What follows belongs to an exercise in optimizing a design on an open flow for small area, a short achievable clock period and few clock cycles; a production flow would make more cautious choices. RTL that was checked went through simulation tests only; none was proved equivalent to the original. Power and IR drop assume default switching activity.

==> build 27 <==
==> flow/design.v <==
module doglink (
    input  wire        clk,
    input  wire        rst,
    input  wire [31:0] ev_word,
    input  wire        ev_valid,
    output wire        ev_ready,
    output wire        out_valid,
    input  wire        out_ready,
    output wire [2:0]  out_kind,
    output wire [31:0] out_data
);
    localparam [2:0] K_FRAME   = 3'd1;
    localparam [2:0] K_FBYTE   = 3'd2;
    localparam [2:0] K_TXBYTE  = 3'd3;
    localparam [2:0] K_TXDONE  = 3'd4;
    localparam [2:0] K_TXABORT = 3'd5;
    localparam [2:0] K_RESULT  = 3'd6;
    localparam [1:0] WFS = 2'd0;
    localparam [1:0] WLH = 2'd1;
    localparam [1:0] WLL = 2'd2;
    localparam [1:0] RCV = 2'd3;
    wire [7:0]  op = ev_word[31:24];
    wire [15:0] A  = ev_word[23:8];
    wire [7:0]  D  = ev_word[7:0];
    wire az  = (A == 16'd0);
    wire azd = az && (D == 8'd0);
    wire i_rxb    = (op == 8'h01) && az;
    wire i_txack  = (op == 8'h02) && azd;
    wire i_tick   = (op == 8'h03) && azd;
    wire i_txld   = (op == 8'h10);
    wire i_txgo   = (op == 8'h11) && (D == 8'd0);
    wire i_keywr  = (op == 8'h20);
    wire i_cxor   = (op == 8'h21) && az;
    wire i_crst   = (op == 8'h22) && azd;
    wire i_ckclr  = (op == 8'h30) && azd;
    wire i_ckadd  = (op == 8'h31) && az;
    wire i_ckrd   = (op == 8'h32) && azd;
    wire i_ckchk  = (op == 8'h33) && az;
    wire i_stat   = (op == 8'h40) && azd;
    wire i_clrerr = (op == 8'h41) && azd;
    wire i_nop    = (op == 8'h00) && azd;
    wire i_ill    = !(i_rxb || i_txack || i_tick || i_txld || i_txgo || i_keywr ||
                      i_cxor || i_crst || i_ckclr || i_ckadd || i_ckrd ||
                      i_ckchk || i_stat || i_clrerr || i_nop);
    wire i_rng = i_keywr ? (A[15:5] != 11'd0) :
                 i_txgo  ? (az || A[15:7] != 9'd0 || (A[6] && A[5:0] != 6'd0)) :
                           (A[15:6] != 10'd0);
    localparam EW = 15 + 1 + 7 + 8;
    wire [EW-1:0] in_ev = {i_rxb, i_txack, i_tick, i_txld, i_txgo, i_keywr,
                           i_cxor, i_crst, i_ckclr, i_ckadd, i_ckrd, i_ckchk,
                           i_stat, i_clrerr, i_ill, i_rng, A[6:0], D};
    reg           ew_v, sk_v;
    reg  [EW-1:0] ew, sk;
    wire          fire;
    integer       i;
    reg           rdy;        
    assign ev_ready = rdy;
    wire take    = ev_valid && !sk_v && !rst;
    wire ew_free = !ew_v || fire;
    always @(posedge clk) begin
        if (rst) begin
            ew_v <= 1'b0;
            sk_v <= 1'b0;
        end else if (ew_free) begin
            ew_v <= sk_v || take;
            sk_v <= 1'b0;
        end else if (take) begin
            sk_v <= 1'b1;
        end
        rdy <= rst || ew_free || (rdy && !take);
    end
    always @(posedge clk) begin
        if (ew_free)
            ew <= sk_v ? sk : in_ev;
        if (!ew_free && !sk_v)
            sk <= in_ev;
    end
    wire is_rxb    = ew_v && ew[30];
    wire is_txack  = ew_v && ew[29];
    wire is_tick   = ew_v && ew[28];
    wire is_txld   = ew_v && ew[27];
    wire is_txgo   = ew_v && ew[26];
    wire is_keywr  = ew_v && ew[25];
    wire is_cxor   = ew_v && ew[24];
    wire is_crst   = ew_v && ew[23];
    wire is_ckclr  = ew_v && ew[22];
    wire is_ckadd  = ew_v && ew[21];
    wire is_ckrd   = ew_v && ew[20];
    wire is_ckchk  = ew_v && ew[19];
    wire is_stat   = ew_v && ew[18];
    wire is_clrerr = ew_v && ew[17];
    wire is_ill    = ew_v && ew[16];
    wire e_rng     = ew[15];
    wire [6:0] e_a = ew[14:8];
    wire [7:0] e_d = ew[7:0];
    reg  [1:0]  rx_phase;
    reg  [15:0] rx_rem;        
    reg         rx_rem_zero;
    reg  [6:0]  rx_len;        
    reg         rx_le64;
    reg  [7:0]  rx_sum;
    reg  [6:0]  rx_idx;        
    reg  [1:0]  rx_wdt;
    reg  [7:0]  rx_buf [0:63];
    reg         tx_phase;
    reg  [6:0]  tx_idx;
    reg  [6:0]  tx_len;
    reg  [1:0]  tx_wdt;
    reg  [1:0]  tx_res;
    reg  [7:0]  tx_buf [0:63];
    reg  [7:0]  key [0:31];
    reg  [4:0]  kidx;
    reg  [7:0]  ck_sum;
    reg         herr;
    reg  [2:0]  hcause;
    reg         dr_act;
    reg  [5:0]  dr_ptr;
    reg  [5:0]  dr_last;
    reg         dr_conf;       
    reg         r_v, h_v;
    reg  [19:0] r;             
    reg  [31:0] r_part;        
    reg  [18:0] h, ho;         
    wire h_load  = !h_v || out_ready;
    wire r_load  = !r_v || h_load;
    wire rx_ckb  = (rx_phase == RCV) && rx_rem_zero;
    wire rx_body = (rx_phase == RCV) && !rx_rem_zero;
    wire ck_ok   = (e_d == ~rx_sum) && rx_le64;
    wire rec_poss = (is_rxb && rx_ckb) || ((is_txack || is_tick) && tx_phase) ||
                    is_txgo || is_cxor || is_ckrd || is_ckchk || is_stat;
    wire blocked  = (rec_poss && (dr_act || !r_load)) || (is_rxb && rx_body && dr_conf);
    assign fire   = ew_v && !blocked;
    wire txgo_ok  = !tx_phase && !e_rng;
    wire tx_more  = (tx_idx != tx_len);
    wire s_hdr   = is_rxb && rx_ckb && ck_ok;
    wire s_txb   = is_txack && tx_phase && tx_more;
    wire s_txd   = is_txack && tx_phase && !tx_more;
    wire s_abort = is_tick && tx_phase && (tx_wdt == 2'd1);
    wire s_txgo  = is_txgo && txgo_ok;
    wire x_rec   = s_hdr || s_txb || s_txd || s_abort || s_txgo ||
                   is_cxor || is_ckrd || is_ckchk || is_stat;
    wire u_rx  = dr_act;
    wire u_tx  = !dr_act && is_txack;
    wire u_key = !dr_act && is_cxor;
    wire use_rd = dr_act || s_txb || is_cxor;
    reg  [7:0] part [0:3];
    integer g;
    always @(*) begin
        for (g = 0; g < 4; g = g + 1) begin
            part[g] = 8'd0;
            for (i = 0; i < 16; i = i + 1) begin
                part[g] = part[g] | ({8{u_rx && dr_ptr == 16*g+i}} & rx_buf[16*g+i]);
                part[g] = part[g] | ({8{u_tx && tx_idx[5:0] == 16*g+i}} & tx_buf[16*g+i]);
            end
            for (i = 0; i < 8; i = i + 1)
                part[g] = part[g] | ({8{u_key && kidx == 8*g+i}} & key[8*g+i]);
        end
    end
    wire [15:0] stat_w = {hcause, kidx, herr, 2'd0, tx_res, tx_phase, rx_phase};
    wire [2:0] x_kind = ({3{s_hdr}}   & K_FRAME)  |
                        ({3{s_txb | s_txgo}} & K_TXBYTE) |
                        ({3{s_txd}}   & K_TXDONE) |
                        ({3{s_abort}} & K_TXABORT) |
                        ({3{is_cxor | is_ckrd | is_ckchk | is_stat}} & K_RESULT);
    wire [15:0] x_data = ({16{s_hdr}}   & {9'd0, rx_len}) |
                         ({16{s_txgo}}  & {8'd0, tx_buf[0]}) |
                         ({16{is_cxor}} & {8'd0, e_d}) |
                         ({16{is_ckrd}} & {8'd0, ~ck_sum}) |
                         ({16{is_ckchk}} & {15'd0, (e_d == ~ck_sum)}) |
                         ({16{is_stat}} & stat_w);
    wire        d_issue = dr_act && r_load;
    wire        issue   = d_issue || (fire && x_rec);
    wire [19:0] n_rec   = dr_act ? {1'b1, K_FBYTE, 16'd0}
                                 : {use_rd, x_kind, x_data};
    wire [31:0] n_part  = {part[3], part[2], part[1], part[0]};
    wire [7:0]  r_rd = r[19] ? (r_part[7:0] | r_part[15:8] | r_part[23:16] | r_part[31:24])
                             : 8'd0;
    wire [18:0] h_new = {r[18:8], r[7:0] ^ r_rd};
    always @(posedge clk) begin
        if (rst) begin
            r_v <= 1'b0;
        end else begin
            if (r_load) r_v <= issue;
        end
        h_v <= !rst && (r_v || (h_v && !out_ready));
        if (h_load) h <= h_new;
        ho  <= rst ? 19'd0 : h_load ? h_new : h;
        if (r_load) begin
            r      <= n_rec;
            r_part <= n_part;
        end
    end
    assign out_valid = h_v;
    assign out_kind  = ho[18:16];
    assign out_data  = {13'd0, ho[15:13], 3'd0, ho[12:0]};
    wire err_raise = is_ill ||
                     (is_txld && (tx_phase || e_rng)) ||
                     (is_txgo && (tx_phase || e_rng)) ||
                     (is_keywr && e_rng);
    wire [2:0] err_code = is_txld  ? (tx_phase ? 3'd2 : 3'd3) :
                          is_txgo  ? (tx_phase ? 3'd4 : 3'd5) :
                          is_keywr ? 3'd6 : 3'd1;
    wire rx_we = is_rxb && rx_body && !dr_conf && !rx_idx[6];
    always @(posedge clk) begin
        for (i = 0; i < 64; i = i + 1)
            if (rx_we && rx_idx[5:0] == i)
                rx_buf[i] <= e_d;
    end
    wire [7:0] bw_d  = rst ? 8'd0 : e_d;
    wire tx_we  = is_txld && !tx_phase && !e_rng;
    wire key_we = is_keywr && !e_rng;
    always @(posedge clk) begin
        for (i = 0; i < 64; i = i + 1)
            if (rst || (tx_we && e_a[5:0] == i))
                tx_buf[i] <= bw_d;
        for (i = 0; i < 32; i = i + 1)
            if (rst || (key_we && e_a[4:0] == i))
                key[i] <= bw_d;
    end
    always @(posedge clk) begin
        if (rst) begin
            rx_phase    <= WFS;
            rx_rem      <= 16'd0;
            rx_rem_zero <= 1'b1;
            rx_len      <= 7'd0;
            rx_le64     <= 1'b1;
            rx_sum      <= 8'd0;
            rx_idx      <= 7'd0;
            rx_wdt      <= 2'd0;
            tx_phase    <= 1'b0;
            tx_idx      <= 7'd0;
            tx_len      <= 7'd0;
            tx_wdt      <= 2'd0;
            tx_res      <= 2'd0;
            kidx        <= 5'd0;
            ck_sum      <= 8'd0;
            herr        <= 1'b0;
            hcause      <= 3'd0;
            dr_act      <= 1'b0;
            dr_ptr      <= 6'd0;
            dr_last     <= 6'd0;
            dr_conf     <= 1'b0;
        end else begin
            dr_conf <= dr_act && ({1'b0, rx_idx[5:0]} + 7'd1 >= {1'b0, dr_ptr});
            if (d_issue) begin
                dr_ptr <= dr_ptr + 6'd1;
                if (dr_ptr == dr_last)
                    dr_act <= 1'b0;
            end
            if (fire) begin
                if (err_raise) begin
                    if (!herr) hcause <= err_code;
                    herr <= 1'b1;
                end else if (is_clrerr) begin
                    herr   <= 1'b0;
                    hcause <= 3'd0;
                end
                if (is_rxb) begin
                    case (rx_phase)
                        WFS: begin
                            if (e_d == 8'h7E) begin
                                rx_phase <= WLH;
                                rx_wdt   <= 2'd3;
                            end
                        end
                        WLH: begin
                            rx_rem[15:8] <= e_d;
                            rx_phase     <= WLL;
                            rx_wdt       <= 2'd3;
                        end
                        WLL: begin
                            rx_rem[7:0] <= e_d;
                            rx_rem_zero <= (rx_rem[15:8] == 8'd0) && (e_d == 8'd0);
                            rx_le64     <= (rx_rem[15:8] == 8'd0) && (e_d <= 8'd64);
                            rx_len      <= e_d[6:0];
                            rx_sum      <= 8'd0;
                            rx_idx      <= 7'd0;
                            rx_phase    <= RCV;
                            rx_wdt      <= 2'd3;
                        end
                        RCV: begin
                            if (!rx_rem_zero) begin
                                if (!rx_idx[6]) rx_idx <= rx_idx + 7'd1;
                                rx_sum      <= rx_sum + e_d;
                                rx_rem      <= rx_rem - 16'd1;
                                rx_rem_zero <= (rx_rem == 16'd1);
                                rx_wdt      <= 2'd3;
                            end else begin
                                rx_phase <= WFS;
                                rx_wdt   <= 2'd0;
                                if (ck_ok && rx_len != 7'd0) begin
                                    dr_act  <= 1'b1;
                                    dr_ptr  <= 6'd0;
                                    dr_last <= rx_len[5:0] - 6'd1;
                                end
                            end
                        end
                    endcase
                end
                if (is_tick) begin
                    if (rx_phase != WFS) begin
                        rx_wdt <= rx_wdt - 2'd1;
                        if (rx_wdt == 2'd1) rx_phase <= WFS;
                    end
                    if (tx_phase) begin
                        tx_wdt <= tx_wdt - 2'd1;
                        if (tx_wdt == 2'd1) begin
                            tx_phase <= 1'b0;
                            tx_res   <= 2'd2;
                        end
                    end
                end
                if (is_txack && tx_phase) begin
                    if (tx_more) begin
                        tx_idx <= tx_idx + 7'd1;
                        tx_wdt <= 2'd2;
                    end else begin
                        tx_phase <= 1'b0;
                        tx_res   <= 2'd1;
                        tx_wdt   <= 2'd0;
                    end
                end
                if (is_txgo && txgo_ok) begin
                    tx_len   <= e_a;
                    tx_idx   <= 7'd1;
                    tx_res   <= 2'd0;
                    tx_phase <= 1'b1;
                    tx_wdt   <= 2'd2;
                end
                if (is_cxor)  kidx <= kidx + 5'd1;
                if (is_crst)  kidx <= 5'd0;
                if (is_ckclr) ck_sum <= 8'd0;
                if (is_ckadd) ck_sum <= ck_sum + e_d;
            end
        end
    end
endmodule
==> flow/run.sh <==
#!/bin/bash
# synth_recipe.tcl (not shown) runs the flow's synth.tcl, then flattens the netlist and writes it again
# the make line also repeats each setting of config.mk as NAME=value (left out here)
make -C /OpenROAD-flow-scripts/flow DESIGN_CONFIG=/design/flow/config.mk WORK_HOME=/design/flow/orfs CLKGATE_MAP_FILE= SYNTH_SCRIPT=/design/flow/synth_recipe.tcl finish
==> flow/config.mk <==
export PLATFORM = sky130hd
export DESIGN_NAME = doglink
export DESIGN_NICKNAME = doglink
export VERILOG_FILES = /design/flow/design.v
export SDC_FILE = /design/flow/constraint.sdc
export NUM_CORES = 4
export LEC_CHECK = 0
export CAP_MARGIN = 20
export CORE_MARGIN = 2
export CORE_UTILIZATION = 40
export CTS_CLUSTER_DIAMETER = 200
export CTS_CLUSTER_SIZE = 20
export SETUP_SLACK_MARGIN = 2.6
export SLEW_MARGIN = 20
export TNS_END_PERCENT = 10
==> flow/constraint.sdc <==
create_clock -name core_clock -period 5.0 [get_ports {clk}]
set_input_delay 1.0000 -clock core_clock [delete_from_list [all_inputs] [get_ports {clk}]]
set_output_delay 1.0000 -clock core_clock [all_outputs]
set_load 0.01 [all_outputs]
==> inputs of build 3, as changes to build 27 <==
--- a/flow/design.v
+++ b/flow/design.v
@@ -54,5 +54,3 @@
     wire          fire;
-    integer       i;
-    reg           rdy;        
-    assign ev_ready = rdy;
+    assign ev_ready = !sk_v;
     wire take    = ev_valid && !sk_v && !rst;
@@ -69,3 +67,2 @@
         end
-        rdy <= rst || ew_free || (rdy && !take);
     end
@@ -119,8 +116,5 @@
     reg         dr_conf;       
-    reg         r_v, h_v;
-    reg  [19:0] r;             
-    reg  [31:0] r_part;        
-    reg  [18:0] h, ho;         
-    wire h_load  = !h_v || out_ready;
-    wire r_load  = !r_v || h_load;
+    reg         r_v, h_v, s_v;
+    reg  [18:0] r, h, s;       
+    wire q_full  = r_v && h_v && s_v;
     wire rx_ckb  = (rx_phase == RCV) && rx_rem_zero;
@@ -130,3 +124,3 @@
                     is_txgo || is_cxor || is_ckrd || is_ckchk || is_stat;
-    wire blocked  = (rec_poss && (dr_act || !r_load)) || (is_rxb && rx_body && dr_conf);
+    wire blocked  = (rec_poss && (dr_act || q_full)) || (is_rxb && rx_body && dr_conf);
     assign fire   = ew_v && !blocked;
@@ -134,2 +128,6 @@
     wire tx_more  = (tx_idx != tx_len);
+    wire [7:0] tx_rd  = tx_buf[tx_idx[5:0]];
+    wire [7:0] key_rd = key[kidx];
+    wire [7:0] rx_rd  = rx_buf[dr_ptr];
+    wire [15:0] stat_w = {hcause, kidx, herr, 2'd0, tx_res, tx_phase, rx_phase};
     wire s_hdr   = is_rxb && rx_ckb && ck_ok;
@@ -141,20 +139,2 @@
                    is_cxor || is_ckrd || is_ckchk || is_stat;
-    wire u_rx  = dr_act;
-    wire u_tx  = !dr_act && is_txack;
-    wire u_key = !dr_act && is_cxor;
-    wire use_rd = dr_act || s_txb || is_cxor;
-    reg  [7:0] part [0:3];
-    integer g;
-    always @(*) begin
-        for (g = 0; g < 4; g = g + 1) begin
-            part[g] = 8'd0;
-            for (i = 0; i < 16; i = i + 1) begin
-                part[g] = part[g] | ({8{u_rx && dr_ptr == 16*g+i}} & rx_buf[16*g+i]);
-                part[g] = part[g] | ({8{u_tx && tx_idx[5:0] == 16*g+i}} & tx_buf[16*g+i]);
-            end
-            for (i = 0; i < 8; i = i + 1)
-                part[g] = part[g] | ({8{u_key && kidx == 8*g+i}} & key[8*g+i]);
-        end
-    end
-    wire [15:0] stat_w = {hcause, kidx, herr, 2'd0, tx_res, tx_phase, rx_phase};
     wire [2:0] x_kind = ({3{s_hdr}}   & K_FRAME)  |
@@ -165,4 +145,5 @@
     wire [15:0] x_data = ({16{s_hdr}}   & {9'd0, rx_len}) |
+                         ({16{s_txb}}   & {8'd0, tx_rd}) |
                          ({16{s_txgo}}  & {8'd0, tx_buf[0]}) |
-                         ({16{is_cxor}} & {8'd0, e_d}) |
+                         ({16{is_cxor}} & {8'd0, key_rd ^ e_d}) |
                          ({16{is_ckrd}} & {8'd0, ~ck_sum}) |
@@ -170,10 +151,9 @@
                          ({16{is_stat}} & stat_w);
-    wire        d_issue = dr_act && r_load;
+    wire        d_issue = dr_act && !q_full;
     wire        issue   = d_issue || (fire && x_rec);
-    wire [19:0] n_rec   = dr_act ? {1'b1, K_FBYTE, 16'd0}
-                                 : {use_rd, x_kind, x_data};
-    wire [31:0] n_part  = {part[3], part[2], part[1], part[0]};
-    wire [7:0]  r_rd = r[19] ? (r_part[7:0] | r_part[15:8] | r_part[23:16] | r_part[31:24])
-                             : 8'd0;
-    wire [18:0] h_new = {r[18:8], r[7:0] ^ r_rd};
+    wire [18:0] n_rec   = dr_act ? {K_FBYTE, 8'd0, rx_rd} : {x_kind, x_data};
+    wire deliver = h_v && out_ready;
+    wire h_load  = !h_v || deliver;
+    wire r_move  = r_v && (h_load || !s_v);    
+    wire r_load  = !r_v || r_move;
     always @(posedge clk) begin
@@ -181,16 +161,26 @@
             r_v <= 1'b0;
+            h_v <= 1'b0;
+            s_v <= 1'b0;
         end else begin
             if (r_load) r_v <= issue;
+            if (h_load) begin
+                h_v <= s_v || r_v;
+                s_v <= s_v && r_v;
+            end else if (r_v) begin
+                s_v <= 1'b1;
+            end
         end
-        h_v <= !rst && (r_v || (h_v && !out_ready));
-        if (h_load) h <= h_new;
-        ho  <= rst ? 19'd0 : h_load ? h_new : h;
-        if (r_load) begin
-            r      <= n_rec;
-            r_part <= n_part;
-        end
+    end
+    always @(posedge clk) begin
+        if (r_load)
+            r <= n_rec;
+        if (h_load)
+            h <= s_v ? s : r;
+        if (!s_v || h_load)
+            s <= r;
     end
     assign out_valid = h_v;
-    assign out_kind  = ho[18:16];
-    assign out_data  = {13'd0, ho[15:13], 3'd0, ho[12:0]};
+    assign out_kind  = h[18:16];
+    assign out_data  = {13'd0, h[15:13], 3'd0, h[12:0]};
+    wire txld   = is_txld;
     wire err_raise = is_ill ||
@@ -202,2 +192,3 @@
                           is_keywr ? 3'd6 : 3'd1;
+    integer i;
     wire rx_we = is_rxb && rx_body && !dr_conf && !rx_idx[6];
CTS_CLUSTER_DIAMETER = default   (was 200)
CTS_CLUSTER_SIZE = default   (was 20)
TNS_END_PERCENT = 5   (was 10)
==> inputs of trial 48, as changes to build 27 <==
--- a/flow/design.v
+++ b/flow/design.v
@@ -63,2 +63,3 @@
             sk_v <= 1'b0;
+            rdy  <= 1'b1;
         end else if (ew_free) begin
@@ -66,6 +67,7 @@
             sk_v <= 1'b0;
+            rdy  <= 1'b1;
         end else if (take) begin
             sk_v <= 1'b1;
+            rdy  <= 1'b0;
         end
-        rdy <= rst || ew_free || (rdy && !take);
     end
@@ -122,3 +124,3 @@
     reg  [31:0] r_part;        
-    reg  [18:0] h, ho;         
+    reg  [18:0] h;             
     wire h_load  = !h_v || out_ready;
@@ -175,5 +177,2 @@
     wire [31:0] n_part  = {part[3], part[2], part[1], part[0]};
-    wire [7:0]  r_rd = r[19] ? (r_part[7:0] | r_part[15:8] | r_part[23:16] | r_part[31:24])
-                             : 8'd0;
-    wire [18:0] h_new = {r[18:8], r[7:0] ^ r_rd};
     always @(posedge clk) begin
@@ -181,8 +180,11 @@
             r_v <= 1'b0;
+            h_v <= 1'b0;
         end else begin
             if (r_load) r_v <= issue;
+            if (h_load) h_v <= r_v;
         end
-        h_v <= !rst && (r_v || (h_v && !out_ready));
-        if (h_load) h <= h_new;
-        ho  <= rst ? 19'd0 : h_load ? h_new : h;
+    end
+    wire [7:0]  r_rd = r[19] ? (r_part[7:0] | r_part[15:8] | r_part[23:16] | r_part[31:24])
+                             : 8'd0;
+    always @(posedge clk) begin
         if (r_load) begin
@@ -191,6 +193,7 @@
         end
+        if (h_load) h <= {r[18:8], r[7:0] ^ r_rd};
     end
     assign out_valid = h_v;
-    assign out_kind  = ho[18:16];
-    assign out_data  = {13'd0, ho[15:13], 3'd0, ho[12:0]};
+    assign out_kind  = h[18:16];
+    assign out_data  = {13'd0, h[15:13], 3'd0, h[12:0]};
     wire err_raise = is_ill ||
CORE_UTILIZATION = 55   (was 40)
CTS_CLUSTER_DIAMETER = default   (was 200)
CTS_CLUSTER_SIZE = default   (was 20)
SETUP_SLACK_MARGIN = 2.4   (was 2.6)
TNS_END_PERCENT = 30   (was 10)
==> inputs of build 14, as changes to build 27 <==
--- a/flow/design.v
+++ b/flow/design.v
@@ -63,2 +63,3 @@
             sk_v <= 1'b0;
+            rdy  <= 1'b1;
         end else if (ew_free) begin
@@ -66,6 +67,7 @@
             sk_v <= 1'b0;
+            rdy  <= 1'b1;
         end else if (take) begin
             sk_v <= 1'b1;
+            rdy  <= 1'b0;
         end
-        rdy <= rst || ew_free || (rdy && !take);
     end
@@ -122,3 +124,3 @@
     reg  [31:0] r_part;        
-    reg  [18:0] h, ho;         
+    reg  [18:0] h;             
     wire h_load  = !h_v || out_ready;
@@ -175,5 +177,2 @@
     wire [31:0] n_part  = {part[3], part[2], part[1], part[0]};
-    wire [7:0]  r_rd = r[19] ? (r_part[7:0] | r_part[15:8] | r_part[23:16] | r_part[31:24])
-                             : 8'd0;
-    wire [18:0] h_new = {r[18:8], r[7:0] ^ r_rd};
     always @(posedge clk) begin
@@ -181,8 +180,11 @@
             r_v <= 1'b0;
+            h_v <= 1'b0;
         end else begin
             if (r_load) r_v <= issue;
+            if (h_load) h_v <= r_v;
         end
-        h_v <= !rst && (r_v || (h_v && !out_ready));
-        if (h_load) h <= h_new;
-        ho  <= rst ? 19'd0 : h_load ? h_new : h;
+    end
+    wire [7:0]  r_rd = r[19] ? (r_part[7:0] | r_part[15:8] | r_part[23:16] | r_part[31:24])
+                             : 8'd0;
+    always @(posedge clk) begin
         if (r_load) begin
@@ -191,6 +193,7 @@
         end
+        if (h_load) h <= {r[18:8], r[7:0] ^ r_rd};
     end
     assign out_valid = h_v;
-    assign out_kind  = ho[18:16];
-    assign out_data  = {13'd0, ho[15:13], 3'd0, ho[12:0]};
+    assign out_kind  = h[18:16];
+    assign out_data  = {13'd0, h[15:13], 3'd0, h[12:0]};
     wire err_raise = is_ill ||
CTS_CLUSTER_DIAMETER = default   (was 200)
CTS_CLUSTER_SIZE = default   (was 20)
==> qor summary <==
                                                                   build 27         build 3             trial 48              build 14
Status                                                       finished clean  finished clean       finished clean        finished clean
Total power draw                                                    22.6 mW         26.3 mW              26.2 mW               26.3 mW
GR Util met3                                                         0.0419          0.0804               0.0753                0.0542
Filler instances                                                     12,700          12,900                7,679                12,600
Die area                                                        154,000 µm²     154,000 µm²          112,000 µm²           153,000 µm²
First-pass DRT Iterations                                                 9               8                    8                     8
Inverter count of the layout excluding clock inverters                   43              55                   42                    42
Yosys top cell area share                                             0.694           0.696                0.706                 0.706
Number of distinct library cells after synthesis                         86              86                   85                    85
Worst path arrival time                                             3.23 ns         3.87 ns              3.25 ns               3.20 ns
Worst setup path endpoint                               r_part[4]$_DFFE_PN_  r[6]$_DFFE_PP_  key[8][5]$_DFFE_PP_  r_part[22]$_DFFE_PN_
Power drawn by the clock network                                    7.34 mW         11.3 mW              11.1 mW               11.2 mW
DP Worst Slack                                                      1.21 ns        0.611 ns              1.40 ns               1.32 ns
Met3 wire length                                                    20.1 mm         27.5 mm              22.6 mm               21.7 mm
Period minus WS final                                               2.76 ns         3.33 ns              2.85 ns               2.73 ns
Grt met2 use                                                          0.394           0.467                0.546                 0.389
Post-synthesis compound-gate area fraction                            0.126           0.127                0.123                 0.123
Mean Syn Cell Area                                                 14.6 µm²        14.7 µm²             14.7 µm²              14.7 µm²
Total length of routed wires                                         198 mm          239 mm               199 mm                198 mm
Hold EP                                                       h[15]$_DFF_P_  s[6]$_DFFE_PP_      h[18]$_DFFE_PP_       h[14]$_DFFE_PP_
Hold-critical path depth                                                  2               0                    0                     0
Rel. slew slack                                                       0.190           0.166                0.147                 0.200
Testbench counts of trial 48, summed over its fixed seeds: cycles 33,630.
Testbench counts of build 14, summed over its fixed seeds: cycles 33,630.
Only the layout flow was run in build 27 and build 3; the RTL was not checked for function there.

re-timing with driven ports:
Ports are ideal in the flow. The routed layouts listed here were re-timed in OpenROAD.
Step 1 assumes that a clkbuf_16 drives the clock port and a buf_2 every other input.
Step 2 times the ports against the registers' clock, not the clock port: input delays grow and output delays shrink by t, the midpoint of the rising clock arrivals with the driver on.
a / b / c = ideal ports / drivers / drivers and shift; a / b = the first two.
| run | t (ns) | slack for setup (ns) | clock arrival spread, ns | worst slew at a driven data input, ns |
|---|---|---|---|---|
| build 27 | 0.793 | 2.243 / 2.243 / 1.597 | 0.032 / 0.032 | 0.06 |
| build 3 | 0.871 | 1.669 / 1.669 / 1.600 | 0.045 / 0.044 | 0.08 |
| trial 48 | 0.836 | 2.151 / 2.151 / 1.584 | 0.030 / 0.030 | 0.05 |
| build 14 | 0.863 | 2.267 / 2.259 / 1.759 | 0.033 / 0.033 | 0.04 |
After both steps every run listed still meets setup and hold. The setup slack of build 27, which loses most, moves by 0.000 ns with the drivers and by -0.646 ns with both steps.
